Background: an optimization exercise with open tools, aiming at small area. Do not read the settings as production practice. At most, simulation tests tie the RTL to the original design; equivalence was not proved. The RTL of runs 1 and 6 was laid out without a check of its function. No driver is modelled on the clock port, so clocking that relies on it looks cheaper here than on a real chip. Power figures rest on the tool's default switching activity, not on a simulated workload.

==> design/flow/design.v <==
module psk_packer (
    input  wire        clk,
    input  wire        rst,
    input  wire        tok_valid,
    output wire        tok_ready,
    input  wire [2:0]  tok_tag,
    input  wire [15:0] tok_data,
    input  wire        hold,        
    input  wire [4:0]  lc,          
    input  wire        pop,
    output wire        q_vis,       
    output wire [2:0]  h_tag,
    output wire [7:0]  h_d
);
    reg [7:0]  acc_q;       
    reg        lz_q;
    reg        run_q;       
    reg [7:0]  s0_q;        
    reg [7:0]  s1_q;        
    reg [2:0]  t1_q;        
    reg        v0_q, v1_q, g_q;
    wire busy     = run_q;
    wire [3:0] bi = ~lc[3:0];   
    wire q_empty  = !v0_q && !v1_q && !g_q;
    wire is_data  = (tok_tag == 3'd0);
    wire a_empty  = (acc_q == 8'd1);
    wire pk_ok    = !hold && (busy || (q_empty && (lc == 5'd0)));
    wire pk_go    = tok_valid && pk_ok;
    wire pk_b     = is_data & tok_data[bi];
    wire pk_shift = pk_go && (is_data || !a_empty);
    wire [7:0] unit = {acc_q[6:0], pk_b};
    wire unit_done = pk_shift && acc_q[7];
    wire pk_stop  = is_data ? ((!pk_b && lz_q) || (bi == 4'd0)) : a_empty;
    assign tok_ready = pk_ok && pk_stop;
    wire tok_fire = tok_valid && tok_ready;
    assign q_vis = !busy && !q_empty;
    assign h_tag = v0_q ? 3'd0 : (g_q ? 3'd0 : t1_q);
    assign h_d   = v0_q ? s0_q : (g_q ? 8'd0 : s1_q);
    always @(posedge clk) begin
        if (rst) begin
            acc_q <= 8'd1;
            lz_q  <= 1'b0;
            run_q <= 1'b0;
            v0_q  <= 1'b0;
            v1_q  <= 1'b0;
            g_q   <= 1'b0;
        end else begin
            if (pk_go) run_q <= !tok_fire;
            if (pk_shift) begin
                acc_q <= acc_q[7] ? 8'd1 : unit;
                if (is_data) lz_q <= !pk_b;
            end
            if (unit_done) begin
                if (!v0_q) begin
                    s0_q <= unit;
                    v0_q <= 1'b1;
                    g_q  <= !is_data && (unit[1:0] == 2'b00) && (unit != 8'd0);
                end else begin
                    s1_q <= unit;
                    t1_q <= 3'd0;
                    v1_q <= 1'b1;
                end
            end
            if (pk_go && !is_data && a_empty) begin
                s1_q <= tok_data[7:0];
                t1_q <= tok_tag;
                v1_q <= 1'b1;
            end
            if (pop) begin
                if (v0_q)      v0_q <= 1'b0;
                else if (g_q)  g_q  <= 1'b0;
                else           v1_q <= 1'b0;
            end
        end
    end
endmodule
module psk_pq (
    input  wire        clk,
    input  wire        rst,
    input  wire        start_ok,    
    input  wire        accepted,    
    input  wire [63:7] t,
    output reg  [4:0]  lc_q,        
    output reg         mul_q,       
    output reg  [6:0]  rem_q,       
    output reg         diff_q       
);
    reg [25:0] ce_q, co_q;
    function automatic ge_c14(input [13:0] x, input [13:0] c);
        integer i;
        reg     r;
        begin
            r = 1'b1;
            for (i = 0; i < 14; i = i + 1)
                r = c[i] ? (x[i] & r) : (x[i] | r);
            ge_c14 = r;
        end
    endfunction
    reg        pend_q;
    wire lc0  = (lc_q == 5'd0);
    wire lc6  = (lc_q == 5'd6);
    wire lc25 = (lc_q == 5'd25);
    wire [6:0] rin = lc0 ? {2'b00, t[63:59]} : rem_q;
    wire [31:0] dhi, dlo;
    genvar gi;
    generate
        for (gi = 0; gi < 32; gi = gi + 1) begin : g_dig
            if (gi < 26) begin : g_v
                assign dhi[gi] = t[58 - 2*gi];
                assign dlo[gi] = t[57 - 2*gi];
            end else begin : g_z
                assign dhi[gi] = 1'b0;
                assign dlo[gi] = 1'b0;
            end
        end
    endgenerate
    wire [1:0] dg  = {dhi[lc_q], dlo[lc_q]};
    wire [7:0] v1  = {rin, dg[1]};
    wire       q1  = (v1 >= 8'd125);
    wire [6:0] r1  = q1 ? (v1[6:0] + 7'd3) : v1[6:0];
    wire [7:0] v0  = {r1, dg[0]};
    wire       q0  = (v0 >= 8'd125);
    wire [6:0] r0  = q0 ? (v0[6:0] + 7'd3) : v0[6:0];
    wire [1:0] qd  = {q1, q0};
    wire [8:0] vr  = {2'b00, r0};
    wire real_now  = lc0 ? (!mul_q && start_ok) : pend_q;
    wire dx = (qd[0] ^ ce_q[25]) | (qd[1] ^ co_q[25]);
    always @(posedge clk) begin
        if (rst) begin
            lc_q   <= 5'd0;
            pend_q <= 1'b0;
            mul_q  <= 1'b0;
            diff_q <= 1'b1;
        end else begin
            lc_q   <= lc25 ? 5'd0 : lc_q + 5'd1;
            pend_q <= real_now && !lc25;
            if (lc25 && pend_q) mul_q <= 1'b1;
            else if (lc6)       mul_q <= 1'b0;
            if (accepted)      diff_q <= 1'b0;
            else if (real_now) diff_q <= diff_q | dx;
        end
        if (!mul_q) rem_q <= vr[6:0];
        ce_q <= {ce_q[24:0], real_now ? qd[0] : ce_q[25]};
        co_q <= {co_q[24:0], real_now ? qd[1] : co_q[25]};
    end
endmodule
module psk_sampler (
    input  wire        clk,
    input  wire        rst,
    input  wire        smp_valid,
    output wire        smp_ready,
    input  wire [6:0]  t_lo,        
    input  wire        cancel,
    input  wire [4:0]  lc_q,
    input  wire        mul_q,
    input  wire [6:0]  rem_q,
    input  wire        diff_q,
    input  wire        q_vis,
    input  wire [2:0]  h_tag,
    input  wire [7:0]  h_d,
    output wire        pop,
    output reg         cancel_q,
    output reg  [1:0]  fault_q,
    output wire        res_valid,
    output reg  [7:0]  res_amp,
    output wire        res_phase,
    output reg         res_ack,
    output wire [7:0]  res_handle
);
    localparam [1:0] K_OFF = 2'd0;
    localparam [1:0] K_PRE = 2'd1;
    localparam [1:0] K_TX  = 2'd2;
    localparam [1:0] K_END = 2'd3;
    wire lc0 = (lc_q == 5'd0);
    assign smp_ready = mul_q && (lc_q == 5'd5);
    assign res_valid = mul_q && (lc_q == 5'd6);
    wire smp_fire = smp_valid && smp_ready;
    function automatic ge_c14(input [13:0] x, input [13:0] c);
        integer i;
        reg     r;
        begin
            r = 1'b1;
            for (i = 0; i < 14; i = i + 1)
                r = c[i] ? (x[i] & r) : (x[i] | r);
            ge_c14 = r;
        end
    endfunction
    reg [1:0] kind_q;
    reg [5:0] c_q;        
    reg [7:0] h_q;        
    reg       phase_q, sn_q, fall_q, rise_q;
    assign res_phase  = phase_q;
    assign res_handle = h_q;
    reg [1:0] kind1;
    reg [5:0] c1, c2;
    reg [7:0] h1;
    reg [1:0] flt;
    reg       fire;
    reg       popr;
    reg       need;
    reg       tick, flip, bb, phase2, sn2, fall2, rise2;
    always @* begin
        kind1 = kind_q;
        c1    = c_q;
        h1    = h_q;
        flt   = 2'd0;
        fire  = 1'b0;
        popr  = 1'b0;
        need  = (kind_q == K_TX) ? c_q[3] : c_q[5];
        if (cancel_q) begin
            kind1 = K_OFF;
            c1    = 6'd0;
        end else if (need) begin
            if (kind_q == K_END) begin
                kind1 = K_OFF;
                c1    = 6'd0;
            end else if (q_vis) begin
                popr = 1'b1;
                case (h_tag)
                    3'd0: begin
                        if (kind_q == K_OFF) flt = 2'd2;
                        else begin
                            kind1 = K_TX;
                            h1    = h_d;
                            c1    = (h_d == 8'd0) ? 6'd7 : 6'd0;
                        end
                    end
                    3'd1: begin
                        h1 = h_d;
                        if (kind_q == K_OFF) begin
                            kind1 = K_PRE;
                            c1    = 6'd0;
                        end else fire = 1'b1;
                    end
                    3'd2: begin
                        h1   = h_d;
                        fire = 1'b1;
                    end
                    3'd3: begin
                        h1 = h_d;
                        if (kind_q == K_OFF) begin
                            fire = 1'b1;
                            c1   = 6'd0;
                        end else begin
                            kind1 = K_END;
                            c1    = 6'd0;
                        end
                    end
                    default: flt = 2'd1;
                endcase
            end
        end
        tick   = diff_q;
        c2     = c1;
        phase2 = phase_q;
        sn2    = sn_q;
        fall2  = fall_q;
        rise2  = rise_q;
        flip   = 1'b0;
        bb     = (popr && h_tag == 3'd0) ? h_d[7] : (c_q[3] ? 1'b0 : h_q[3'd7 - c_q[2:0]]);
        if (tick) begin
            sn2 = !sn_q;
            if (sn_q) begin
                case (kind1)
                    K_PRE, K_END: begin
                        if (!c1[5]) c2 = c1 + 6'd1;
                        if (c1 == 6'd31) fire = 1'b1;
                        flip = 1'b1;
                    end
                    K_TX: begin
                        if (!c1[3]) c2 = c1 + 6'd1;
                        flip = !bb;
                    end
                    default: flip = 1'b0;
                endcase
                phase2 = phase_q ^ flip;
                rise2  = fall_q | flip;
            end else begin
                case (kind1)
                    K_PRE, K_END: fall2 = 1'b1;
                    K_TX:         fall2 = !bb;
                    default:      fall2 = 1'b0;
                endcase
            end
        end
    end
    assign pop = smp_fire && popr;
    wire [7:0] amp;
    psk_amp u_amp(.rem_q(rem_q), .t_lo(t_lo), .sn2(sn2), .rise2(rise2), .fall2(fall2), .kind1(kind1), .c2(c2), .lc_q(lc_q), .res_amp(res_amp), .amp(amp));
    always @(posedge clk) begin
        if (rst) begin
            kind_q    <= K_OFF;
            c_q       <= 6'd32;
            phase_q   <= 1'b0;
            sn_q      <= 1'b1;
            fall_q    <= 1'b0;
            rise_q    <= 1'b0;
            cancel_q  <= 1'b0;
            fault_q   <= 2'd0;
        end else begin
            if (cancel) cancel_q <= 1'b1;
            if (smp_fire) begin
                if (flt != 2'd0) begin
                    fault_q <= flt;
                end else begin
                    kind_q  <= kind1;
                    c_q     <= c2;
                    h_q     <= h1;
                    phase_q <= phase2;
                    sn_q    <= sn2;
                    fall_q  <= fall2;
                    rise_q  <= rise2;
                end
            end
        end
        res_amp <= amp;
        res_ack <= fire;
    end
endmodule
module psk_amp(input [6:0] rem_q, input [6:0] t_lo, input sn2, rise2, fall2, input [1:0] kind1, input [5:0] c2, input [4:0] lc_q, input [7:0] res_amp, output [7:0] amp);
    localparam [1:0] K_OFF = 2'd0;
    localparam [1:0] K_PRE = 2'd1;
    localparam [1:0] K_TX  = 2'd2;
    localparam [1:0] K_END = 2'd3;
    wire lc0 = (lc_q == 5'd0);
    function automatic ge_c14(input [13:0] x, input [13:0] c);
        integer i;
        reg     r;
        begin
            r = 1'b1;
            for (i = 0; i < 14; i = i + 1)
                r = c[i] ? (x[i] & r) : (x[i] | r);
            ge_c14 = r;
        end
    endfunction
    wire [13:0] pos   = {rem_q, t_lo};
    wire        lt4k  = !ge_c14(pos, 14'd4000);
    wire        ge12k = ge_c14(pos, 14'd12000);
    wire        in_b  = !sn2;
    wire        dip   = in_b ? (rise2 && lt4k) : (fall2 && ge12k);
    wire [11:0] r     = in_b ? pos[11:0] : (12'd3712 - pos[11:0]);
    wire [12:0] z     = r + 13'd50 * r[3:0];
    wire [2:0]  zk    = ge_c14({1'b0, z}, 14'd4000) ? 3'd5 : ge_c14({1'b0, z}, 14'd3200) ? 3'd4 :
                        ge_c14({1'b0, z}, 14'd2400) ? 3'd3 : ge_c14({1'b0, z}, 14'd1600) ? 3'd2 :
                        ge_c14({1'b0, z}, 14'd800)  ? 3'd1 : 3'd0;
    wire [7:0]  shape = r[11:4] + zk;
    wire [7:0]  base  = dip ? shape : 8'd255;
    wire [5:0]  g     = (kind1 == K_END) ? (6'd32 - c2) : c2;
    wire        full  = (kind1 == K_TX) || g[5];
    wire        off   = (kind1 == K_OFF);
    reg         gbit;
    always @* begin
        case (lc_q[2:0])
            3'd1:    gbit = g[0];
            3'd2:    gbit = g[1];
            3'd3:    gbit = g[2];
            3'd4:    gbit = g[3];
            default: gbit = g[4];
        endcase
    end
    wire [8:0]  asum  = res_amp + ((gbit || full) ? base : 8'd0);
    assign amp   = lc0 ? (full ? base : 8'd0) : (off ? 8'd0 : asum[8:1]);
endmodule
module psk_mod (
    input  wire        clk,
    input  wire        rst,
    input  wire        tok_valid,
    output wire        tok_ready,
    input  wire [2:0]  tok_tag,
    input  wire [15:0] tok_data,
    input  wire        cancel,
    input  wire        smp_valid,
    output wire        smp_ready,
    input  wire [63:0] smp_t,
    output wire        res_valid,
    output wire [7:0]  res_amp,
    output wire        res_phase,
    output wire [31:0] res_freq,
    output wire        res_ack,
    output wire [7:0]  res_handle,
    output wire [1:0]  fault
);
    assign res_freq = 32'd1000;
    wire        cancelled;
    wire        q_vis;
    wire [2:0]  h_tag;
    wire [7:0]  h_d;
    wire        pop;
    wire [4:0]  lc;
    wire        mul;
    wire [6:0]  rem;
    wire        diff;
    psk_packer u_packer (
        .clk       (clk),
        .rst       (rst),
        .tok_valid (tok_valid),
        .tok_ready (tok_ready),
        .tok_tag   (tok_tag),
        .tok_data  (tok_data),
        .hold      (cancelled || (fault != 2'd0) || mul),
        .lc        (lc),
        .pop       (pop),
        .q_vis     (q_vis),
        .h_tag     (h_tag),
        .h_d       (h_d)
    );
    psk_pq u_div (
        .clk      (clk),
        .rst      (rst),
        .start_ok (smp_valid && (fault == 2'd0)),
        .accepted (smp_valid && smp_ready),
        .t        (smp_t[63:7]),
        .lc_q     (lc),
        .mul_q    (mul),
        .rem_q    (rem),
        .diff_q   (diff)
    );
    psk_sampler u_sampler (
        .clk        (clk),
        .rst        (rst),
        .smp_valid  (smp_valid),
        .smp_ready  (smp_ready),
        .t_lo       (smp_t[6:0]),
        .cancel     (cancel),
        .lc_q       (lc),
        .mul_q      (mul),
        .rem_q      (rem),
        .diff_q     (diff),
        .q_vis      (q_vis),
        .h_tag      (h_tag),
        .h_d        (h_d),
        .pop        (pop),
        .cancel_q   (cancelled),
        .fault_q    (fault),
        .res_valid  (res_valid),
        .res_amp    (res_amp),
        .res_phase  (res_phase),
        .res_ack    (res_ack),
        .res_handle (res_handle)
    );
endmodule
==> design/flow/flow/run.sh <==
#!/bin/bash
# The standard layout (standard.sh: ORFS synthesis, floorplan, place,
# CTS, route, finish), with these changes made through the environment that
# ORFS reads:
#  - synthesis maps the logic with the ABC script flow/abc_area.script (a
#    stronger area-oriented mapping; ABC only sees the combinational logic,
#    so the registers are those of the standard synthesis), and leaves the
#    adders to ABC instead of mapping them to fixed full/half adder cells;
#  - the input and output port buffers use the smallest buffer cell;
#  - clock tree synthesis inserts no dummy loads and uses clkbuf_8 buffers.
# The full make output goes to standard.log; ORFS's own per-step logs are
# under orfs/logs/.
set -o pipefail
rm -rf scripts_abc
cp -r "$FLOW_HOME/scripts" scripts_abc
cp flow/abc_area.script scripts_abc/abc_area.script
export SCRIPTS_DIR="$PWD/scripts_abc"
export ABC_AREA=1
export ADDER_MAP_FILE=
export BUFFER_PORTS_ARGS="-buffer_cell sky130_fd_sc_hd__buf_1"
export CTS_ARGS="-sink_clustering_enable -repair_clock_nets -dont_use_dummy_load -buf_list sky130_fd_sc_hd__clkbuf_8"
bash standard.sh > standard.log 2>&1
==> design/flow/flow/abc_area.script <==
strash
&get -n
&fraig -x
&st
&syn2
&dch -f
&nf -R 1000
&st
&syn2
&dch -f
&nf -R 1000
&put
==> design/flow/standard.sh <==
#!/bin/bash
# synth_recipe.tcl (not shown) runs the flow's synth.tcl, then flattens the netlist and writes it again
# the make line also repeats each setting of config.mk as NAME=value (left out here)
make -C /OpenROAD-flow-scripts/flow DESIGN_CONFIG=/design/flow/config.mk WORK_HOME=/design/flow/orfs CLKGATE_MAP_FILE= SYNTH_SCRIPT=/design/flow/synth_recipe.tcl "${@:-finish}"
==> design/flow/config.mk <==
export PLATFORM = sky130hd
export DESIGN_NAME = psk_mod
export DESIGN_NICKNAME = psk_mod
export VERILOG_FILES = /design/flow/design.v
export SDC_FILE = /design/flow/constraint.sdc
export NUM_CORES = 4
export LEC_CHECK = 0
export ABC_AREA = 1
export CAP_MARGIN = 20
export CORE_MARGIN = 2
export CORE_UTILIZATION = 40
export SLEW_MARGIN = 20
==> design/flow/constraint.sdc <==
create_clock -name core_clock -period 100.0 [get_ports {clk}]
set_input_delay 20.0000 -clock core_clock [delete_from_list [all_inputs] [get_ports {clk}]]
set_output_delay 20.0000 -clock core_clock [all_outputs]
set_load 0.01 [all_outputs]
==> results of run 1 <==
==> kinds of logic after synthesis <==
group                      Yosys count  synth area share (%)
and+or+nand+nor                    295                  20.3
AOI/OAI and AO/OA                  211                  20.2
DFF                                131                  43.9
xor gates and xnor gates            63                  8.18
buffers and inverters               52                  4.67
muxes                               11                  2.02
adders and majority gates            4                 0.593
other                                2                 0.111
==> cell type report <==
cell class | instances | share of cell area [%]
timing repair buffer | 118 | 6.21
tap | 220 | 3.61
multi-input combinational | 616 | 47.2
sequential | 131 | 38.9
inverter | 20 | 0.986
clock buffer | 17 | 3.07
==> metrics by stage <==
stage          hold slack (ns)  cells  util, %  setup slack [ns]  power, mW
3_3_place_gp             0.311   1105     44.7             58.57      0.114
6_report                 0.315   1122     46.1             58.57      0.145
5_1_grt                  0.330   1122     46.1             58.52      0.155
3_5_place_dp             0.312   1105     44.7             58.59      0.114
4_1_cts                  0.311   1122     46.1             58.57      0.146
2_1_floorplan            0.310    799        -             59.02      0.105
==> routing by layer <==
| layer | up-vias | share of wire, % |
|---|---|---|
| met5 | - | 0 |
| met4 | 0 | 1.7 |
| met3 | 21 | 5.5 |
| met2 | 189 | 46 |
| met1 | 2640 | 46 |
| li1 | 3001 | - |
==> worst max-delay path: cells and delay by family <==
| kind | cells | cell delay [ns] |
|---|---|---|
| buffers and inverters | 2 | 0.21 |
| AND/OR/NAND/NOR | 3 | 0.65 |
| AO/OA/AOI/OAI | 3 | 0.57 |
==> flip-flops by register name, indices dropped and copies added, names as in the netlist, 2 cells and up <==
name               count
u_div.ce_q            26
u_div.co_q            26
u_packer.acc_q         8
u_packer.s0_q          8
u_packer.s1_q          8
u_sampler.h_q          8
u_sampler.res_amp      8
u_div.rem_q            7
u_sampler.c_q          6
u_div.lc_q             5
u_packer.t1_q          3
u_sampler.fault_q      2
u_sampler.kind_q       2
==> where the power goes <==
part           internal, mW  leakage, nW  total, mW  switching [mW]
sequential           0.0635         1.12     0.0680         0.00454
clock                0.0149        0.122     0.0315          0.0166
combinational        0.0190         1.46     0.0452          0.0262
==> worst max path at each step <==
| stage | start | endpoint | slack, ns | cells past startpoint |
|---|---|---|---|---|
| after floorplan | tok_data[6] | tok_ready | 59.02 | 6 |
| after global placement | tok_data[10] | tok_ready | 58.57 | 8 |
| after detailed placement | tok_data[8] | tok_ready | 58.59 | 8 |
| after CTS | tok_data[8] | tok_ready | 58.57 | 8 |
| after global routing | tok_data[10] | tok_ready | 58.52 | 8 |
| final | tok_data[8] | tok_ready | 58.57 | 8 |
==> cell usage in the layout (no fill, tap or decap), types with 13 or more instances in the layout <==
cell / netlist / layout
conb_1: 2 / 32
edfxtp_1: 34 / 34
o21ai_0: 43 / 43
a21o_1: 13 / 13
a21oi_1: 43 / 43
xor2_1: 20 / 20
buf_1: 0 / 110
clkbuf_8: 0 / 17
dfxtp_1: 97 / 97
xnor2_1: 43 / 43
nor2_1: 107 / 107
clkinv_1: 20 / 20
nor3_1: 30 / 30
o22ai_1: 34 / 34
nand2_1: 73 / 73
==> results.ini, run 1 <==
[outcome]
outcome = no timing/DRC/antenna violations

[floorplanning]
die-area_sq_um = 17900
die_h_um = 134
start_util_pct = 40.8
ios = 143
fp.coreArea_sq_um = 16500
fp.dieW_um = 134
rows = 47

[setup_path]
endpoint_kind = output pin
timing.rr.start = u_packer.v0_q$_SDFF_PP0_
required_ns = 80.00
path_max_fanout = 3
path_class = in -> out
cp_cell_sequence = buf_1 -> nor2_1 -> nor4_1 -> o32a_1 -> nor2_1 -> o21ai_0 -> a21oi_1 -> buf_1
arrival_ns = 21.44
reg2reg_depth = 29
critPathSlowestCell = nor4_1
startpoint_type = input port
crit-reg2reg-capture = u_sampler.res_amp[7]$_DFF_P_
critical_path.max_stage_delay_ns = 0.55
reg2reg_setup_slack_ns = 93.18

[cts]
cts_tree = yes
root_buffer = clkbuf_8
insertion_delay_ns = 0.45
cts_buffer_depth = 2
htree_levels = 4
numCtsBuffers = 17
hold_buffers = 0
cts.repair.resized = 0
cts_setup_buffers = 0
cts_sinks = 131
clkTransAtPathRegs_ns = 0.07

[yosys]
synth.area.top_cells = dfxtp_1 (29%), edfxtp_1 (15%), nor2_1 (6.0%), xnor2_1 (5.6%), nand2_1 (4.1%)
yosys_warnings = 4
netlist_instances = 769
synth_cell_type_count = 58
yosys-top-cells-count = nor2_1 (107), dfxtp_1 (97), nand2_1 (73)
ys_ff_latch = 131
syn_avg_cell_area_sq_um = 8.77
yosysTopAreaCell = dfxtp_1
synth-async-reset-ratio_pct = 0
synth_edf_count = 34
synthesis.area_sq_um = 6750
yosysSeqAreaShare_pct = 43.9
synth.most_common_cell = nor2_1
ys.flop_type = dfxtp_1
netlist.area_leader.share_pct = 28.8

[power]
max-vdd-ir-drop_mv = 0.00906
power.density_nw_per_um2 = 19.0
total_leakage_power_nw = 2.70

[sta]
rsz0062_at_grt = no
setup_tns_ns = 0
min_period_over_period_pct = 41.4
setup_violations = 0
finalMaxSlewViolations = 0
fmax_mhz = 24.1
max_slew_margin_pct = 37.1
hold_viol = 0
finClkSkew_ns = 0.0378
tightest_slew_ns = 0.936
fin_crit_ns = 41.44

[drt]
routedWlPerCell_um = 14.5
drt_first_pass_iters = 7
initialDrtViolationCount = 231
vias_per_cell = 5.21
drt_wl_total_um = 16300
ant_nets = 0
dr_total_vias = 5851
drc = 0

[layout]
fillCellCount = 1697
antenna_cells = 0
seqCellArea_sq_um = 2960
multiInputGateArea_sq_um = 3590
stdcell_area_sq_um = 7610
nets = 992
drive_gt1_share_pct = 3.22
area_growth_pct = 12.8

[place]
dpl.hpwl_um = 12400
dpl_cell_area_sq_um = 7380
io_buffers = 110
gp_congestion = 0.886

[global_route]
gr-usage-met2_pct = 30.3
grt_use_met1_pct = 24.4
busiest_layer = met2
met3_usage_pct = 4.12
antenna_found_initial = 0
grt_use_total_pct = 18.6
grt_pass1_wl_um = 26600
grt.overflow.total = 0
grt_pass1_vias = 5369
grt_max_degree = 36

[worst_hold_path]
hold_path_depth = 0
hp-class = reg -> reg
hold_path_startpoint = u_div.co_q[22]$_DFF_P_
holdPathEnd = u_div.co_q[23]$_DFF_P_

[run]
drv_cap = 0

==> run 2, diff against run 1 <==
--- a/design/flow/design.v
+++ b/design/flow/design.v
@@ -162,3 +162,3 @@
     output reg         cancel_q,
-    output reg  [1:0]  fault_q,
+    output wire [1:0]  fault_q,
     output wire        res_valid,
@@ -286,3 +286,5 @@
     end
-    assign pop = smp_fire && popr;
+    assign pop = smp_fire && popr && (flt == 2'd0);
+    reg faulted_q;
+    assign fault_q = faulted_q ? ((h_tag == 3'd0) ? 2'd2 : 2'd1) : 2'd0;
     wire [7:0] amp;
@@ -298,3 +300,3 @@
             cancel_q  <= 1'b0;
-            fault_q   <= 2'd0;
+            faulted_q <= 1'b0;
         end else begin
@@ -303,3 +305,3 @@
                 if (flt != 2'd0) begin
-                    fault_q <= flt;
+                    faulted_q <= 1'b1;
                 end else begin
@@ -347,4 +349,5 @@
     wire [7:0]  base  = dip ? shape : 8'd255;
-    wire [5:0]  g     = (kind1 == K_END) ? (6'd32 - c2) : c2;
-    wire        full  = (kind1 == K_TX) || g[5];
+    wire        is_end = (kind1 == K_END);
+    wire        full  = (kind1 == K_TX) || (c2[5] ^ is_end);
+    wire [5:0]  g     = (kind1 == K_TX) ? 6'd31 : is_end ? (c2[5] ? 6'd0 : {1'b0, ~c2[4:0]}) : (c2[5] ? 6'd31 : c2);
     wire        off   = (kind1 == K_OFF);
@@ -360,3 +363,3 @@
     end
-    wire [8:0]  asum  = res_amp + ((gbit || full) ? base : 8'd0);
+    wire [8:0]  asum  = res_amp + (gbit ? base : 8'd0);
     assign amp   = lc0 ? (full ? base : 8'd0) : (off ? 8'd0 : asum[8:1]);
==> results.ini, run 2 <==
[yosys]
yosys-top-cells-count = nor2_1 (111), dfxtp_1 (96), nand2_1 (75), a21oi_1 (43), o21ai_0 (38)
syn_avg_cell_area_sq_um = 8.71
synth-async-reset-ratio_pct = 0
netlist_instances = 777
synth.area.top_cells = dfxtp_1 (28%), edfxtp_1 (15%), nor2_1 (6.2%), xnor2_1 (4.8%), nand2_1 (4.2%)
synth_edf_count = 34
yosysSeqAreaShare_pct = 43.5
synthesis.area_sq_um = 6770
ys.flop_type = dfxtp_1
yosysTopAreaCell = dfxtp_1
ys_ff_latch = 130
synth_cell_type_count = 59
netlist.area_leader.share_pct = 28.4
yosys_warnings = 4
synth.most_common_cell = nor2_1

[setup_path]
required_ns = 80.00
timing.rr.start = u_div.diff_q$_SDFFE_PP1P_
cp_cell_sequence = buf_1 -> nor2_1 -> o41ai_1 -> o32a_1 -> o21bai_1 -> a21oi_1 -> nor2b_1 -> buf_1
crit-reg2reg-capture = u_sampler.res_amp[6]$_DFF_P_
reg2reg_setup_slack_ns = 93.29
cp_top_family = compound AO/OA/AOI/OAI gates
cp-startpoint = tok_data[5]
startpoint_type = input port
path_max_fanout = 3
arrival_ns = 21.33
crit_buf_inv = 2
endpoint_kind = output pin
reg2reg_depth = 33
path_class = in -> out
critical_path.max_stage_delay_ns = 0.38
critPathSlowestCell = o41ai_1
path_common_cell = buf_1

[cts]
cts_sinks = 130
cts_buffer_depth = 2
htree_levels = 4
hold_buffers = 0
cts_setup_buffers = 0
root_buffer = clkbuf_8
clkTransAtPathRegs_ns = 0.08
cts_tree = yes
insertion_delay_ns = 0.42
cts.repair.resized = 0
numCtsBuffers = 17

[global_route]
grt_max_degree = 32
grt_use_total_pct = 17.9
antenna_found_initial = 0
grt.overflow.total = 0
grt_pass1_wl_um = 26200
grt_pass1_vias = 5365

[sta]
fmax_mhz = 24.2
finalMaxSlewViolations = 0
setup_violations = 0
finClkSkew_ns = 0.0236
fin_crit_ns = 41.33
min_period_over_period_pct = 41.3
max_slew_margin_pct = 35.1
rsz0062_at_grt = no
hold_viol = 0
setup_tns_ns = 0
tightest_slew_ns = 0.971

[place]
dpl_cell_area_sq_um = 7440
io_buffers = 110
gp_congestion = 0.837
dpl.hpwl_um = 12000
dp.cells = 1118

[drt]
drc = 0
ant_nets = 0
vias_per_cell = 5.22
routedWlPerCell_um = 14.1
dr_total_vias = 5928
initialDrtViolationCount = 215
drt_first_pass_iters = 5
drt_wl_total_um = 16000

[layout]
stdcell_area_sq_um = 7670
antenna_cells = 0
drive_gt1_share_pct = 3.72
stdcell_count = 1135
nets = 1005
area_growth_pct = 13.4
final_common_cell = nor2_1
reg_top3 = u_div.ce_q (26), u_div.co_q (26)
final_cell_mix = nor2_1 (111), buf_1 (110), dfxtp_1 (96)

[worst_hold_path]
hold_path_depth = 0
holdPathEnd = u_div.co_q[4]$_DFF_P_
hp-class = reg -> reg
hold_path_startpoint = u_div.co_q[3]$_DFF_P_

[power]
finalPower_uw = 142
intPower_uw = 95.4
power.density_nw_per_um2 = 18.5
clkPwrFrac_pct = 21.9
max-vdd-ir-drop_mv = 0.00714
p_seq_share_pct = 46.2
sw_frac_of_total_pct = 32.9
total_leakage_power_nw = 2.76
combPwrFrac_pct = 31.9
power_switching_uw = 46.7

[run]
drv_cap = 0

[floorplanning]
die-area_sq_um = 18000
start_util_pct = 40.8
die_h_um = 134
ios = 143
fp.dieW_um = 134
fp.coreArea_sq_um = 16600
rows = 47

[outcome]
outcome = no timing/DRC/antenna violations

-- run 2: cell types whose count changed after synthesis, moves of 5 or more --
cell and delta:
xnor2_1 -6, o21ai_0 -5, o31ai_1 +5, o22ai_1 -5, nand2b_1 +8
-- run 2: how the worst max path moves through the flow --
stage | end | slack (ns) | cells past startpoint
finish | tok_ready | 58.67 | 8
CTS | tok_ready | 58.68 | 8
global placement | tok_ready | 58.72 | 8
global route | tok_ready | 58.59 | 8
floorplan | tok_ready | 59.03 | 6
detailed placement | tok_ready | 58.67 | 8
-- run 2: cell type report --
cell class / instances / area, sq um
inverter: 20 / 75.1
tap: 220 / 275
timing repair buffer: 123 / 510
sequential: 130 / 2940
fill: 1688 / 8910
multi-input combinational: 625 / 3630
clock buffer: 17 / 234
-- run 2: cells by family (layout without fill, tap and decap cells) --
group | Yosys count | count (layout) | synth area share (%)
compound gates | 215 | 215 | 21.0
buf+inv | 52 | 160 | 4.66
fa+ha+maj | 2 | 2 | 0.296
flops | 130 | 130 | 43.5
mux | 12 | 12 | 2.16
simple gates | 311 | 311 | 21.4
xor+xnor | 53 | 53 | 6.86
other cells | 2 | 32 | 0.111
-- run 2: layer usage --
metal | GRT usage (%) | routed length (um) | part of all wire, % | up-vias
li1 | - | - | - | 3058
met1 | 24.3 | 7630 | 48 | 2682
met5 | 0 | 0 | 0 | -
met2 | 29.5 | 7380 | 46 | 174
met4 | 5.32 | 198 | 1.2 | 0
met3 | 3.10 | 772 | 4.8 | 14
-- run 2: power groups by stage --
stage	sequential, mW	combinational (mW)	clock, mW
2_1_floorplan	0.0658	0.0357	0
3_3_place_gp	0.0668	0.0446	0
3_5_place_dp	0.0667	0.0447	0
4_1_cts	0.0657	0.0452	0.0323
5_1_grt	0.0665	0.0516	0.0345
6_report	0.0657	0.0453	0.0311
-- run 2: stage by stage --
| stage | utilization [%] | worst slack (ns) | hold WS, ns |
|---|---|---|---|
| CTS | 46.3 | 58.68 | 0.318 |
| global route | 46.3 | 58.59 | 0.318 |
| global placement | 44.8 | 58.72 | 0.311 |
| floorplan | - | 59.03 | 0.310 |
| finish | 46.3 | 58.67 | 0.310 |
| detailed placement | 44.8 | 58.67 | 0.312 |
==> run 3, diff against run 2 <==
--- a/design/flow/flow/run.sh
+++ b/design/flow/flow/run.sh
@@ -19,2 +19,3 @@
 export ADDER_MAP_FILE=
+export REMOVE_ABC_BUFFERS=1
 export BUFFER_PORTS_ARGS="-buffer_cell sky130_fd_sc_hd__buf_1"
--- a/design/flow/config.mk
+++ b/design/flow/config.mk
@@ -11,2 +11,3 @@
 export CORE_UTILIZATION = 40
+export GPL_TIMING_DRIVEN = 0
 export SLEW_MARGIN = 20
==> results.ini, run 3 <==
[setup_path]
path_max_fanout = 6
path_common_cell = buf_1
arrival_ns = 21.39
required_ns = 80.00
critical_path.max_stage_delay_ns = 0.72
cp_cell_sequence = buf_1 -> nor3_1 -> nor3b_1 -> a21oi_1 -> nor2b_1 -> buf_1
path_class = in -> out
startpoint_type = input port
critPathSlowestCell = nor3_1
endpoint_kind = output pin

[layout]
drive_gt1_share_pct = 3.10
nets = 994
finish.utilization_pct = 45.9
multiInputGateArea_sq_um = 3650
area_growth_pct = 12.4
antenna_cells = 0
final_common_cell = nor2_1
stdcell_count = 1124
stdcell_area_sq_um = 7600
seqCellArea_sq_um = 2940
fillCellCount = 1700
reg_top3 = u_div.ce_q (26), u_div.co_q (26)
final_cell_mix = nor2_1 (111), buf_1 (109), dfxtp_1 (95)

[floorplanning]
start_util_pct = 40.8
die_h_um = 134
fp.dieW_um = 134
rows = 47
ios = 143
fp.coreArea_sq_um = 16600
die-area_sq_um = 18000

[sta]
setup_violations = 0
rsz0062_at_grt = no
setup_slack_ns = 58.61
fin_crit_ns = 41.39
fmax_mhz = 24.2
tightest_slew_ns = 1.05
min_period_over_period_pct = 41.4
finalMaxSlewViolations = 0
max_slew_margin_pct = 30.0
setup_tns_ns = 0
finClkSkew_ns = 0.0254
fin_hold_ws_ns = 0.296
hold_viol = 0

[yosys]
netlist.area_leader.share_pct = 28.4
yosys_warnings = 4
synth-async-reset-ratio_pct = 0
synth_edf_count = 34
synth_cell_type_count = 59
ys.flop_type = dfxtp_1
netlist_instances = 777
yosysSeqAreaShare_pct = 43.5
syn_avg_cell_area_sq_um = 8.71
synthesis.area_sq_um = 6770
ys_ff_latch = 130
synth.most_common_cell = nor2_1
yosysTopAreaCell = dfxtp_1
synth.area.top_cells = dfxtp_1 (28%), edfxtp_1 (15%), nor2_1 (6.2%), xnor2_1 (4.8%), nand2_1 (4.2%)
yosys-top-cells-count = nor2_1 (111), dfxtp_1 (96), nand2_1 (75), a21oi_1 (43), o21ai_0 (38)

[drt]
drt_wl_total_um = 16100
drc = 0
initialDrtViolationCount = 281
vias_per_cell = 5.24
routedWlPerCell_um = 14.3
ant_nets = 0
drt_first_pass_iters = 6
dr_total_vias = 5892

[global_route]
grt_max_degree = 32
antenna_found_initial = 0
grt_pass1_vias = 5363
grt.overflow.total = 0
grt_use_total_pct = 18.2
grt_pass1_wl_um = 26300

[place]
dpl.hpwl_um = 12000
gp_congestion = 0.848
dp.cells = 1107
dpl_cell_area_sq_um = 7360
pre_cts_slack_ns = 58.66
io_buffers = 110

[run]
drv_cap = 0

[cts]
clkTransAtPathRegs_ns = 0.08
cts_setup_buffers = 0
insertion_delay_ns = 0.43
cts_sinks = 130
cts_tree = yes
cts.repair.resized = 0
htree_levels = 4
root_buffer = clkbuf_8
cts_buffer_depth = 2
hold_buffers = 0
numCtsBuffers = 17

[outcome]
outcome = no timing/DRC/antenna violations

[power]
total_leakage_power_nw = 2.72
finalPower_uw = 142
power.density_nw_per_um2 = 18.7
max-vdd-ir-drop_mv = 0.00730

[worst_hold_path]
hp-class = reg -> reg

run 3: cell counts after synthesis:
No cell type changed its count.
run 3: path summary, 6_finish.rpt:
kind	startpoint	end	slack [ns]	depth (start not counted)
setup reg to reg	u_div.diff_q$_SDFFE_PP1P_	u_sampler.res_amp[6]$_DFF_P_	92.96	33
setup / recovery	tok_tag[1]	tok_ready	58.61	6
hold / removal	u_div.co_q[5]$_DFF_P_	u_div.co_q[6]$_DFF_P_	0.30	0
hold reg to reg	u_div.co_q[5]$_DFF_P_	u_div.co_q[6]$_DFF_P_	0.30	0
run 3: layer usage:
metal	wire length, um	vias to the layer above	GRT usage (%)
met5	0	-	0
met4	209	0	5.09
met3	726	15	3.93
met2	7400	149	29.8
met1	7760	2699	24.3
li1	-	3029	-
run 3: cell type report:
class	instances	area share (%)
Clock buffer	17	3.08
Inverter	20	0.987
Multi-Input combinational cell	625	48.0
Sequential cell	130	38.7
Tap cell	220	3.62
Timing Repair Buffer	112	5.58
run 3: worst max-delay path, delay by kind of cell:
kind / cells / cell delay (ns)
simple gates: 3 / 0.96
buf+inv: 2 / 0.21
compound gates: 1 / 0.21
run 3: power breakdown:
group | internal, mW | total, mW | switching, mW
registers | 0.0615 | 0.0659 | 0.00441
clock network | 0.0149 | 0.0313 | 0.0164
logic | 0.0184 | 0.0447 | 0.0263
run 3: cells by family (layout without fill, tap and decap cells):
group | Yosys count | in the layout | share of synthesized area, %
and+or+nand+nor | 311 | 311 | 21.4
AOI/OAI and AO/OA | 215 | 215 | 21.0
DFF | 130 | 130 | 43.5
xor gates and xnor gates | 53 | 53 | 6.86
buffers and inverters | 52 | 149 | 4.66
muxes | 12 | 12 | 2.16
adders and majority gates | 2 | 2 | 0.296
other | 2 | 32 | 0.111
==> run 4, diff against run 3 <==
==> design/flow/flow/abc_area.script (replaced) <==
strash
&get -n
&fraig -x
&st
&dc2
&syn2
&dch -f
&nf -R 1000
&st
&dc2
&syn2
&dch -f
&nf -R 1000
&st
&dc2
&syn2
&dch -f
&nf -R 1000
&put
==> results.ini, run 4 <==
[place]
dp.cells = 1098
io_buffers = 110
gp_congestion = 0.846
dpl.hpwl_um = 12000

[drt]
drc = 0
met2WireLength_um = 7410
drt-met1-wl_um = 7480
ant_nets = 0
wl_met3_um = 805
drt_wl_total_um = 16000
dr_total_vias = 5851
vias_per_cell = 5.25
drt_first_pass_iters = 4
initialDrtViolationCount = 289
routedWlPerCell_um = 14.3
top_layer = met4

[sta]
hold_viol = 0
rsz0062_at_grt = no
finClkSkew_ns = 0.0306
max_slew_margin_pct = 30.9
fmax_mhz = 23.9
setup_violations = 0
tightest_slew_ns = 1.03
setup_tns_ns = 0
min_period_over_period_pct = 41.8
fin_crit_ns = 41.78
finalMaxSlewViolations = 0

[yosys]
netlist_instances = 768
syn_avg_cell_area_sq_um = 8.74
yosys_warnings = 4
netlist.area_leader.share_pct = 28.6
yosys-top-cells-count = nor2_1 (113), dfxtp_1 (96), nand2_1 (68), o21ai_0 (56), a21oi_1 (40)
synth.area.top_cells = dfxtp_1 (29%), edfxtp_1 (15%), nor2_1 (6.3%), xnor2_1 (4.7%), o21ai_0 (4.2%)
yosysSeqAreaShare_pct = 43.9
synth-async-reset-ratio_pct = 0
synthesis.area_sq_um = 6710
ys_ff_latch = 130
yosysTopAreaCell = dfxtp_1
synth.most_common_cell = nor2_1
synth_cell_type_count = 56
synth_edf_count = 34
ys.flop_type = dfxtp_1

[floorplanning]
ios = 143
die_h_um = 134
start_util_pct = 40.8
fp.coreArea_sq_um = 16500
rows = 47
die-area_sq_um = 17800
fp.dieW_um = 134

[cts]
hold_buffers = 0
numCtsBuffers = 17
insertion_delay_ns = 0.44
cts_setup_buffers = 0
root_buffer = clkbuf_8
clkTransAtPathRegs_ns = 0.06
htree_levels = 4
cts_tree = yes
cts.repair.resized = 0
cts_sinks = 130
cts_buffer_depth = 2

[setup_path]
required_ns = 80.00
crit_buf_inv = 2
startpoint_type = input port
critPathSlowestCell = o41ai_1
path_max_fanout = 3
cp_top_family = compound AO/OA/AOI/OAI gates
path_class = in -> out
cp_cell_sequence = buf_1 -> o22ai_1 -> nor2_1 -> o21ai_0 -> a21oi_1 -> nor3_1 -> a21oi_1 -> o41ai_1 -> and2_0 -> buf_1
reg2reg_setup_slack_ns = 91.92
critical_path.max_stage_delay_ns = 0.44
arrival_ns = 21.78
endpoint_kind = output pin

[outcome]
outcome = no timing/DRC/antenna violations

[global_route]
grt.overflow.total = 0
grt_use_total_pct = 18.7
grt_max_degree = 35
antenna_found_initial = 0
grt_pass1_wl_um = 26600
grt_pass1_vias = 5415

[layout]
nets = 985
final_common_cell = nor2_1
reg_top3 = u_div.ce_q (26), u_div.co_q (26)
stdcell_count = 1115
area_growth_pct = 12.3
final_cell_mix = nor2_1 (113), buf_1 (109), dfxtp_1 (96)
antenna_cells = 0
drive_gt1_share_pct = 2.79

[power]
power.density_nw_per_um2 = 19.0
max-vdd-ir-drop_mv = 0.00912
total_leakage_power_nw = 2.70

[run]
drv_cap = 0

[worst_hold_path]
hp-class = reg -> reg

run 4: path summary, 6_finish.rpt:
| path | cells past startpoint | startpoint | end |
|---|---|---|---|
| worst max-delay path | 10 | tok_data[9] | tok_ready |
| worst min-delay path | 0 | u_div.co_q[18]$_DFF_P_ | u_div.co_q[19]$_DFF_P_ |
| worst max register to register | 31 | u_sampler.sn_q$_SDFFE_PP1P_ | u_sampler.res_amp[7]$_DFF_P_ |
| worst min register to register | 0 | u_div.co_q[18]$_DFF_P_ | u_div.co_q[19]$_DFF_P_ |
run 4: per-stage QoR:
stage | setup slack (ns) | area [sq um] | power, mW | hold slack, ns | util [%]
after floorplan | 58.77 | 6580 | 0.102 | 0.310 | -
after CTS | 58.20 | 7530 | 0.144 | 0.320 | 45.7
final | 58.22 | 7540 | 0.143 | 0.320 | 45.8
after global routing | 57.99 | 7540 | 0.153 | 0.324 | 45.8
after detailed placement | 58.23 | 7290 | 0.112 | 0.312 | 44.3
after global placement | 58.24 | 7270 | 0.112 | 0.311 | 44.2
run 4: cell families after synthesis:
kind of cell | Yosys count | share of synthesized area, %
AO/OA/AOI/OAI | 211 | 20.0
flip-flops | 130 | 43.9
XOR/XNOR | 53 | 6.92
other | 2 | 0.112
buffers and inverters | 47 | 4.42
multiplexers | 14 | 2.50
AND/OR/NAND/NOR | 304 | 21.1
adder cells (fa/ha/maj) | 7 | 1.04
run 4: metal layers:
layer / GRT usage [%] / up-vias
li1: - / 2991
met1: 24.4 / 2680
met2: 29.5 / 156
met3: 5.14 / 24
met4: 7.57 / 0
met5: 0 / -
run 4: where the power goes:
group	total, mW	switching, mW	internal, mW	leakage (nW)
clock network	0.0316	0.0167	0.0149	0.122
registers	0.0671	0.00480	0.0623	1.12
logic	0.0443	0.0257	0.0186	1.46
run 4: area by class of cell:
class                      count  area (sq um)
inverter                      15          56.3
multi-input combinational    621          3600
fill                        1668          8930
tap                          220           275
timing repair buffer         112           424
clock buffer                  17           234
sequential                   130          2940
run 4: worst reg2reg max path: cells and delay by family, from the launching register on:
kind | cells | cell delay (ns)
buf+inv | 1 | 0.11
fa+ha+maj | 5 | 1.82
compound gates | 12 | 2.80
xor+xnor | 2 | 1.07
simple gates | 11 | 1.66
flops | 1 | 0.52
==> run 5, diff against run 4 <==
--- a/design/flow/flow/run.sh
+++ b/design/flow/flow/run.sh
@@ -20,2 +20,3 @@
 export REMOVE_ABC_BUFFERS=1
+export SKIP_REPAIR_TIE_FANOUT=1
 export BUFFER_PORTS_ARGS="-buffer_cell sky130_fd_sc_hd__buf_1"
==> results.ini, run 5 <==
[drt]
drt_wl_total_um = 16100
initialDrtViolationCount = 257
drt_first_pass_iters = 5
ant_nets = 0
vias_per_cell = 5.34
drc = 0
dr_total_vias = 5799
routedWlPerCell_um = 14.8

[yosys]
synth-async-reset-ratio_pct = 0
synth.most_common_cell = nor2_1
yosys_warnings = 4
synth_edf_count = 34
yosysSeqAreaShare_pct = 43.9
synth.area.top_cells = dfxtp_1 (29%), edfxtp_1 (15%), nor2_1 (6.3%), xnor2_1 (4.7%), o21ai_0 (4.2%)
yosysTopAreaCell = dfxtp_1
netlist_instances = 768
synth_cell_type_count = 56
ys.flop_type = dfxtp_1
netlist.area_leader.share_pct = 28.6
ys_ff_latch = 130
syn_avg_cell_area_sq_um = 8.74
yosys-top-cells-count = nor2_1 (113), dfxtp_1 (96), nand2_1 (68), o21ai_0 (56), a21oi_1 (40)
synthesis.area_sq_um = 6710

[power]
power_switching_uw = 47.4
intPower_uw = 95.8
max-vdd-ir-drop_mv = 0.00782
sw_frac_of_total_pct = 33.1
finalPower_uw = 143
combPwrFrac_pct = 30.9
total_leakage_power_nw = 2.61
power.density_nw_per_um2 = 19.3
p_seq_share_pct = 46.9
clkPwrFrac_pct = 22.2

[place]
pre_cts_slack_ns = 58.29
gp_congestion = 0.853
io_buffers = 110
dpl.hpwl_um = 12000

[global_route]
grt_pass1_vias = 5517
grt.overflow.total = 0
grt_pass1_wl_um = 26900
antenna_found_initial = 0
grt_use_total_pct = 18.7
grt_max_degree = 35

[setup_path]
path_class = in -> out
path_max_fanout = 3
startpoint_type = input port
cp-startpoint = tok_data[9]
timing.rr.start = u_sampler.sn_q$_SDFFE_PP1P_
crit-reg2reg-capture = u_sampler.res_amp[7]$_DFF_P_
critPathCapture = tok_ready
reg2reg_depth = 31
endpoint_kind = output pin
arrival_ns = 21.73
required_ns = 80.00
reg2reg_setup_slack_ns = 91.90

[layout]
final_common_cell = nor2_1
fillCellCount = 1675
antenna_cells = 0
drive_gt1_share_pct = 2.89
reg_top3 = u_div.ce_q (26), u_div.co_q (26)
final_cell_mix = nor2_1 (113), buf_1 (109), dfxtp_1 (96)
area_growth_pct = 10.6
nets = 955

[sta]
hold_viol = 0
fin_hold_ws_ns = 0.307
min_period_over_period_pct = 41.7
setup_tns_ns = 0
finClkSkew_ns = 0.0316
finalMaxSlewViolations = 0
fmax_mhz = 24.0
max_slew_margin_pct = 33.6
setup_violations = 0
rsz0062_at_grt = no
setup_slack_ns = 58.27
tightest_slew_ns = 0.992
fin_crit_ns = 41.73

[cts]
cts_buffer_depth = 2
cts.repair.resized = 0
root_buffer = clkbuf_8
cts_setup_buffers = 0
clkTransAtPathRegs_ns = 0.06
htree_levels = 4
insertion_delay_ns = 0.43
hold_buffers = 0
cts_sinks = 130
cts_tree = yes
numCtsBuffers = 17

[floorplanning]
fp.coreArea_sq_um = 16500
start_util_pct = 40.8
die_h_um = 134
ios = 143
rows = 47
die-area_sq_um = 17800
fp.dieW_um = 134

[worst_hold_path]
hold_path_startpoint = u_div.co_q[5]$_DFF_P_
hold_path_depth = 0
hp-class = reg -> reg

[outcome]
outcome = no timing/DRC/antenna violations

[run]
drv_cap = 0

==> run 5: cell type report <==
class / instances / area (sq um) / share of cell area [%]
Inverter: 15 / 56.3 / 0.758
Sequential cell: 130 / 2940 / 39.6
Tap cell: 220 / 275 / 3.71
Clock buffer: 17 / 234 / 3.15
Multi-Input combinational cell: 591 / 3490 / 47.0
Timing Repair Buffer: 112 / 424 / 5.71
==> run 5: worst min path at each step <==
stage                             end  slack (ns)
2_1_floorplan  u_div.ce_q[10]$_DFF_P_        0.31
3_3_place_gp    u_div.co_q[3]$_DFF_P_        0.31
3_5_place_dp    u_div.ce_q[5]$_DFF_P_        0.31
4_1_cts         u_div.co_q[6]$_DFF_P_        0.31
5_1_grt         u_div.co_q[6]$_DFF_P_        0.32
6_report        u_div.co_q[6]$_DFF_P_        0.31
==> run 5: power by group through the flow <==
stage,Combinational [mW],Sequential [mW],Clock (mW)
finish,0.0442,0.0672,0.0318
global route,0.0501,0.0682,0.0347
CTS,0.0440,0.0673,0.0330
detailed placement,0.0438,0.0683,0
global placement,0.0436,0.0682,0
floorplan,0.0348,0.0669,0
==> run 5: kinds of logic after synthesis <==
kind of cell	Yosys count	share of synthesized area, %
compound gates	211	20.0
xor+xnor	53	6.92
fa+ha+maj	7	1.04
buf+inv	47	4.42
flops	130	43.9
mux	14	2.50
other cells	2	0.112
simple gates	304	21.1
==> run 5: stage by stage <==
step | util (%) | std cells | cell area (sq um)
6_report | 45.1 | 1085 | 7420
5_1_grt | 45.1 | 1085 | 7420
4_1_cts | 45.0 | 1085 | 7420
3_5_place_dp | 43.6 | 1068 | 7180
3_3_place_gp | 43.5 | 1066 | 7160
2_1_floorplan | - | 736 | 6470
==> run 5: worst max-delay path, stage by stage <==
cell and delay, ns:
buf_1 0.07, o22ai_1 0.15, nor2_1 0.06, o21ai_0 0.07, a21oi_1 0.11, nor3_1 0.35
a21oi_1 0.12, o41ai_1 0.42, and2_0 0.22, buf_1 0.16
==> run 5: metal layers <==
metal / vias to the layer above / GRT usage [%] / wire, um
met5: - / 0 / 0
met4: 0 / 5.14 / 170
met3: 16 / 4.11 / 798
met2: 154 / 30.5 / 7400
met1: 2670 / 25.1 / 7730
li1: 2959 / - / -
==> run 6, diff against run 5 <==
--- a/design/flow/design.v
+++ b/design/flow/design.v
@@ -348,3 +348,3 @@
     wire [7:0]  shape = r[11:4] + zk;
-    wire [7:0]  base  = dip ? shape : 8'd255;
+    wire [7:0]  base  = dip ? {rem_q, t_lo[0]} : 8'd255;
     wire        is_end = (kind1 == K_END);
--- a/design/flow/flow/run.sh
+++ b/design/flow/flow/run.sh
@@ -9,3 +9,5 @@
 #  - the input and output port buffers use the smallest buffer cell;
-#  - clock tree synthesis inserts no dummy loads and uses clkbuf_8 buffers.
+#  - clock tree synthesis inserts no dummy loads and uses clkbuf_8 buffers;
+#    after it, flow/cts_size.tcl sizes each leaf clock buffer down to the
+#    smallest clkbuf that keeps the register clock-pin slew at 0.10 ns or less.
 # The full make output goes to standard.log; ORFS's own per-step logs are
@@ -22,2 +24,3 @@
 export BUFFER_PORTS_ARGS="-buffer_cell sky130_fd_sc_hd__buf_1"
+export POST_CTS_TCL="$PWD/flow/cts_size.tcl"
 export CTS_ARGS="-sink_clustering_enable -repair_clock_nets -dont_use_dummy_load -buf_list sky130_fd_sc_hd__clkbuf_8"
==> design/flow/flow/cts_size.tcl (new file) <==
proc cts_leaf_max_slew { inst } {
  set mx 0
  foreach t [$inst getITerms] {
    if {![$t isOutputSignal]} { continue }
    foreach s [[$t getNet] getITerms] {
      if {![$s isInputSignal]} { continue }
      set pin [get_pins [[$s getInst] getName]/[[$s getMTerm] getName]]
      foreach prop {slew_max_rise slew_max_fall} {
        set v [get_property $pin $prop]
        if {$v > $mx} { set mx $v }
      }
    }
  }
  return $mx
}
proc cts_leaf_is_leaf { inst } {
  foreach t [$inst getITerms] {
    if {![$t isOutputSignal]} { continue }
    foreach s [[$t getNet] getITerms] {
      if {[$s isInputSignal] && [[$s getMTerm] getName] ne "CLK"} { return 0 }
    }
  }
  return 1
}
estimate_parasitics -placement
set cts_sized 0
foreach inst [[ord::get_db_block] getInsts] {
  if {![string match "clkbuf_*" [$inst getName]]} { continue }
  set master [[$inst getMaster] getName]
  if {![string match "sky130_fd_sc_hd__clkbuf_*" $master]} { continue }
  if {![cts_leaf_is_leaf $inst]} { continue }
  foreach c {sky130_fd_sc_hd__clkbuf_2 sky130_fd_sc_hd__clkbuf_4 sky130_fd_sc_hd__clkbuf_8} {
    replace_cell [get_cells [$inst getName]] $c
    estimate_parasitics -placement
    if {[cts_leaf_max_slew $inst] <= 0.10 || $c eq $master} { break }
  }
  if {$c ne $master} { incr cts_sized }
  puts "cts_size: [$inst getName] $master -> $c, slew [cts_leaf_max_slew $inst]"
}
puts "cts_size: resized $cts_sized leaf clock buffers"
==> results.ini, run 6 <==
[outcome]
outcome = no timing/DRC/antenna violations

[yosys]
yosys.area_share.adder_pct = 0.516
synth-async-reset-ratio_pct = 0
synth_cell_type_count = 48
synth.area.top_cells = dfxtp_1 (33%), edfxtp_1 (18%), nor2_1 (7.0%), buf_4 (4.1%), nand2_1 (3.2%)
yosys_warnings = 4
yosysSeqAreaShare_pct = 50.5
ys.flop_type = dfxtp_1
synth_edf_count = 34
synth_top_family_by_area = simple AND/OR/NAND/NOR gates
synth_compound_area_share_pct = 15.8
netlist_instances = 627
syn_avg_cell_area_sq_um = 9.29
yosysTopAreaCell = dfxtp_1
synth-xor-area-share_pct = 4.66
synth.most_common_cell = nor2_1
synthesis.area_sq_um = 5820
netlist.area_leader.share_pct = 33.0
yosys-top-cells-count = nor2_1 (108), dfxtp_1 (96), nand2_1 (50), edfxtp_1 (34), buf_4 (32)
ys_ff_latch = 130
synth-simple-area-share_pct = 20.5
synthMuxAreaShare_pct = 2.69

[layout]
final_common_cell = nor2_1
drive_gt1_share_pct = 3.20
nets = 808
antenna_cells = 0
stdcell_count = 902
final_cell_mix = nor2_1 (107), buf_1 (105), dfxtp_1 (96)
reg_top3 = u_div.ce_q (26), u_div.co_q (26)
area_growth_pct = 9.52
fillCellCount = 1406

[floorplanning]
die_h_um = 125
start_util_pct = 40.5
rows = 44
fp.coreArea_sq_um = 14400
ios = 143
die-area_sq_um = 15500
fp.dieW_um = 125

[sta]
min_period_over_period_pct = 41.4
tightest_slew_ns = 0.963
fmax_mhz = 24.2
setup_slack_ns = 58.64
rsz0062_at_grt = no
setup_violations = 0
hold_viol = 0
finClkSkew_ns = 0.0283
finalMaxSlewViolations = 0
max_slew_margin_pct = 35.8
fin_crit_ns = 41.36
setup_tns_ns = 0

[place]
pre_cts_slack_ns = 58.66
dpl.hpwl_um = 10400
io_buffers = 106
dp.cells = 885
gp_congestion = 0.844

[drt]
dr_total_vias = 4865
drt_first_pass_iters = 6
drt_wl_total_um = 14200
routedWlPerCell_um = 15.7
drc = 0
ant_nets = 0
vias_per_cell = 5.39
initialDrtViolationCount = 363

[cts]
cts_tree = yes
cts_sinks = 130
insertion_delay_ns = 0.42
clkTransAtPathRegs_ns = 0.10

[global_route]
grt.overflow.total = 0
grt_pass1_wl_um = 23600
antenna_found_initial = 0
grt_max_degree = 35
grt_pass1_vias = 4835
grt_use_total_pct = 18.9

[setup_path]
endpoint_kind = output pin
path_class = in -> out
critPathSlowestCell = o22ai_1
arrival_ns = 21.36
path_common_cell = nor2_1
required_ns = 80.00
cp_cell_sequence = buf_1 -> o22ai_1 -> nor2_1 -> o21ai_0 -> o21ai_0 -> o22ai_1 -> nand2_1 -> a21oi_1 -> nor2_1 -> nor2_1 -> buf_1
startpoint_type = input port
critical_path.max_stage_delay_ns = 0.22
path_max_fanout = 3
reg2reg_setup_slack_ns = 93.74

[worst_hold_path]
hp-class = reg -> reg

[power]
max-vdd-ir-drop_mv = 0.00648
total_leakage_power_nw = 2.28
finalPower_uw = 111
power.density_nw_per_um2 = 17.4

[run]
drv_cap = 0

-- run 6: changes by cell type in the layout (fill, tap and decap cells not counted), sizes merged, moves of 6 or more --
cell,previous run,this run
o21ai,56,26
xnor2,36,17
nand2,68,50
a21oi,40,26
a211oi,13,4
and2,13,5
nand2b,17,10
buf,112,106
-- run 6: per-stage QoR --
step / hold WS, ns / util, % / area [sq um]
global placement: 0.311 / 43.2 / 6210
floorplan: 0.310 / - / 5580
detailed placement: 0.312 / 43.3 / 6220
finish: 0.300 / 44.4 / 6380
global route: 0.315 / 44.4 / 6380
-- run 6: kinds of logic (layout without fill, tap and decap cells) --
group	Yosys count	after routing
simple gates	260	260
compound gates	141	141
flops	130	130
buf+inv	47	138
xor+xnor	31	31
mux	13	13
fa+ha+maj	3	3
other cells	2	2
-- run 6: critical path, delay by kind of cell --
kind	cells	cell delay [ns]
AO/OA/AOI/OAI	5	0.80
buffers and inverters	2	0.25
AND/OR/NAND/NOR	4	0.32
-- run 6: power breakdown --
group	total, mW	internal [mW]	leakage, nW	switching (mW)
clock network	0.0252	0.00958	0.0886	0.0156
registers	0.0659	0.0617	1.10	0.00425
logic	0.0201	0.00843	1.09	0.0117
total	0.111	0.0797	2.28	0.0315
-- run 6: layout make-up --
class | instances | area [sq um] | area share, %
clock buffer | 17 | 153 | 2.39
inverter | 15 | 56.3 | 0.883
multi-input combinational | 450 | 2590 | 40.7
sequential | 130 | 2940 | 46.2
tap | 184 | 230 | 3.61
timing repair buffer | 106 | 399 | 6.26
-- run 6: metal layers --
layer  part of all wire (%)  vias up  GRT usage [%]
met2                     48      158           32.3
met4                    2.1        0           6.74
met3                    5.5       24           4.38
met5                      0        -              0
met1                     44     2269           23.3
li1                       -     2414              -
-- run 6: path summary, 6_finish.rpt --
path	cells past startpoint	start	to
hold / removal	0	u_div.ce_q[22]$_DFF_P_	u_div.ce_q[23]$_DFF_P_
setup / recovery	11	tok_data[9]	tok_ready
hold reg to reg	0	u_div.ce_q[22]$_DFF_P_	u_div.ce_q[23]$_DFF_P_
setup reg to reg	24	u_packer.v0_q$_SDFF_PP0_	u_sampler.res_amp[6]$_DFF_P_
==> run 7, diff against run 6 <==
--- a/design/flow/design.v
+++ b/design/flow/design.v
@@ -348,3 +348,3 @@
     wire [7:0]  shape = r[11:4] + zk;
-    wire [7:0]  base  = dip ? {rem_q, t_lo[0]} : 8'd255;
+    wire [7:0]  base  = dip ? shape : 8'd255;
     wire        is_end = (kind1 == K_END);
==> results.ini, run 7 <==
[setup_path]
crit-reg2reg-capture = u_sampler.res_amp[7]$_DFF_P_
reg2reg_setup_slack_ns = 91.88
reg2reg_depth = 31
timing.rr.start = u_sampler.sn_q$_SDFFE_PP1P_
path_class = in -> out
startpoint_type = input port
endpoint_kind = output pin
required_ns = 80.00
arrival_ns = 21.73
path_max_fanout = 3

[global_route]
grt_max_degree = 35
grt_pass1_wl_um = 26900
antenna_found_initial = 0
grt_pass1_vias = 5522
grt.overflow.total = 0
grt_use_total_pct = 18.7

[floorplanning]
ios = 143
die-area_sq_um = 17800
start_util_pct = 40.8
rows = 47
die_h_um = 134
fp.dieW_um = 134
fp.coreArea_sq_um = 16500

[sta]
min_period_over_period_pct = 41.7
tightest_slew_ns = 0.986
finalMaxSlewViolations = 0
fin_hold_ws_ns = 0.297
max_slew_margin_pct = 34.0
fin_crit_ns = 41.73
setup_violations = 0
setup_tns_ns = 0
hold_viol = 0
finClkSkew_ns = 0.0410
fmax_mhz = 24.0
rsz0062_at_grt = no

[yosys]
synth-async-reset-ratio_pct = 0
netlist.area_leader.share_pct = 28.6
synth_cell_type_count = 56
yosysSeqAreaShare_pct = 43.9
ys.flop_type = dfxtp_1
synth_edf_count = 34
synth.area.top_cells = dfxtp_1 (29%), edfxtp_1 (15%), nor2_1 (6.3%), xnor2_1 (4.7%), o21ai_0 (4.2%)
synth.most_common_cell = nor2_1
yosysTopAreaCell = dfxtp_1
synthesis.area_sq_um = 6710
yosys-top-cells-count = nor2_1 (113), dfxtp_1 (96), nand2_1 (68), o21ai_0 (56), a21oi_1 (40)
yosys_warnings = 4
syn_avg_cell_area_sq_um = 8.74
netlist_instances = 768
ys_ff_latch = 130

[layout]
fillCellCount = 1685
final_cell_mix = nor2_1 (113), buf_1 (109), dfxtp_1 (96)
stdcell_count = 1085
antenna_cells = 0
area_growth_pct = 9.53
final_common_cell = nor2_1
nets = 955
drive_gt1_share_pct = 2.89
reg_top3 = u_div.ce_q (26), u_div.co_q (26)

[worst_hold_path]
hold_path_startpoint = u_div.co_q[5]$_DFF_P_
hp-class = reg -> reg
holdPathEnd = u_div.co_q[6]$_DFF_P_
hold_path_depth = 0

[cts]
cts_tree = yes
cts_sinks = 130
insertion_delay_ns = 0.41
clkTransAtPathRegs_ns = 0.09

[drt]
initialDrtViolationCount = 264
vias_per_cell = 5.31
drc = 0
drt_first_pass_iters = 5
drt_wl_total_um = 16100
routedWlPerCell_um = 14.8
ant_nets = 0
dr_total_vias = 5756

[power]
intPower_uw = 90.9
clkPwrFrac_pct = 19.1
total_leakage_power_nw = 2.58
p_seq_share_pct = 48.7
power.density_nw_per_um2 = 18.7
sw_frac_of_total_pct = 34.0
max-vdd-ir-drop_mv = 0.00783
combPwrFrac_pct = 32.1
power_switching_uw = 46.8

[outcome]
outcome = no timing/DRC/antenna violations

[run]
drv_cap = 0

[place]
gp_congestion = 0.853
dpl.hpwl_um = 12000
io_buffers = 110
dp.cells = 1068

## run 7: cell types whose count changed after synthesis, sizes merged, moves of 5 or more
cell	previous run	this run
and2	5	13
nor2	108	113
xnor2	17	36
nand2	50	68
a31oi	5	10
nand2b	10	17
nor4	7	12
a21oi	26	40
o21ai	26	56
a211oi	4	13
## run 7: cell families after synthesis
| family | after synthesis | synth area share (%) |
|---|---|---|
| flip-flops | 130 | 43.9 |
| buffers and inverters | 47 | 4.42 |
| AND/OR/NAND/NOR | 304 | 21.1 |
| other | 2 | 0.112 |
| AO/OA/AOI/OAI | 211 | 20.0 |
| XOR/XNOR | 53 | 6.92 |
| multiplexers | 14 | 2.50 |
| adder cells (fa/ha/maj) | 7 | 1.04 |
## run 7: worst max-delay path, cell delays in order
cell and delay, ns:
buf_1 0.07, o22ai_1 0.15, nor2_1 0.06, o21ai_0 0.07, a21oi_1 0.11, nor3_1 0.35
a21oi_1 0.12, o41ai_1 0.42, and2_0 0.22, buf_1 0.16
## run 7: layer usage
metal  wire [um]  GRT usage [%]  vias up
met2        7370           30.5      134
li1            -              -     2958
met4         177           5.14        0
met5           0              0        -
met3         784           4.11       15
met1        7750           25.0     2649
## run 7: worst max path at each step
stage                 start         to  slack (ns)  cells past startpoint
2_1_floorplan  tok_data[11]  tok_ready       58.77                      8
3_3_place_gp   tok_data[11]  tok_ready       58.29                     10
5_1_grt        tok_data[11]  tok_ready       58.10                     10
3_5_place_dp   tok_data[11]  tok_ready       58.29                     10
6_report        tok_data[9]  tok_ready       58.27                     10
## run 7: per-stage QoR
stage / total power, mW / utilization (%) / instance area (sq um) / setup slack, ns
2_1_floorplan: 0.102 / - / 6470 / 58.77
3_3_place_gp: 0.112 / 43.5 / 7160 / 58.29
3_5_place_dp: 0.112 / 43.6 / 7180 / 58.29
5_1_grt: 0.147 / 44.6 / 7350 / 58.10
6_report: 0.138 / 44.6 / 7350 / 58.27
## run 7: area by class of cell
| class | instances | area, sq um | share of cell area, % |
|---|---|---|---|
| inverters | 15 | 56.3 | 0.766 |
| well taps | 220 | 275 | 3.75 |
| flip-flops and latches | 130 | 2940 | 40.0 |
| multi-input cells | 591 | 3490 | 47.5 |
| clock buffers | 17 | 160 | 2.18 |
| repair buffers | 112 | 424 | 5.77 |
## run 7: power groups by stage
stage / logic, mW / clock network, mW / registers, mW
2_1_floorplan: 0.0348 / 0 / 0.0669
3_3_place_gp: 0.0436 / 0 / 0.0682
3_5_place_dp: 0.0438 / 0 / 0.0683
5_1_grt: 0.0501 / 0.0289 / 0.0681
6_report: 0.0442 / 0.0264 / 0.0671

separate check: timing with driven ports:
The flow's constraints put no driver on any port. The routed layouts listed below were extracted and timed again, unchanged, in two steps.
Step 1, drivers: a clkbuf_16 drives clk and a buf_2 each remaining input, both assumed.
Step 2 also shifts input and output timing later by t, the mid clock arrival at the registers, as if the neighbouring blocks saw the same clock.
a / b / c = ideal / step 1 / step 2; a / b = the first two.
run | shift t [ns] | slack for setup (ns) | worst hold slack (ns)
run 1 | 0.468 | 58.565 / 58.541 / 58.541 | 0.315 / 0.315 / 0.315
run 2 | 0.450 | 58.674 / 58.651 / 58.651 | 0.310 / 0.310 / 0.310
run 3 | 0.448 | 58.611 / 58.592 / 58.592 | 0.296 / 0.296 / 0.296
run 4 | 0.468 | 58.222 / 58.201 / 58.201 | 0.320 / 0.320 / 0.320
run 5 | 0.453 | 58.273 / 58.254 / 58.254 | 0.307 / 0.307 / 0.307
run 6 | 0.440 | 58.636 / 58.615 / 58.615 | 0.300 / 0.300 / 0.300
run 7 | 0.427 | 58.270 / 58.251 / 58.251 | 0.297 / 0.297 / 0.297
After both steps setup and hold are still met in every run listed. For run 1, which loses most, drivers alone change the setup slack by -0.024 ns; drivers and shift together by -0.024 ns.
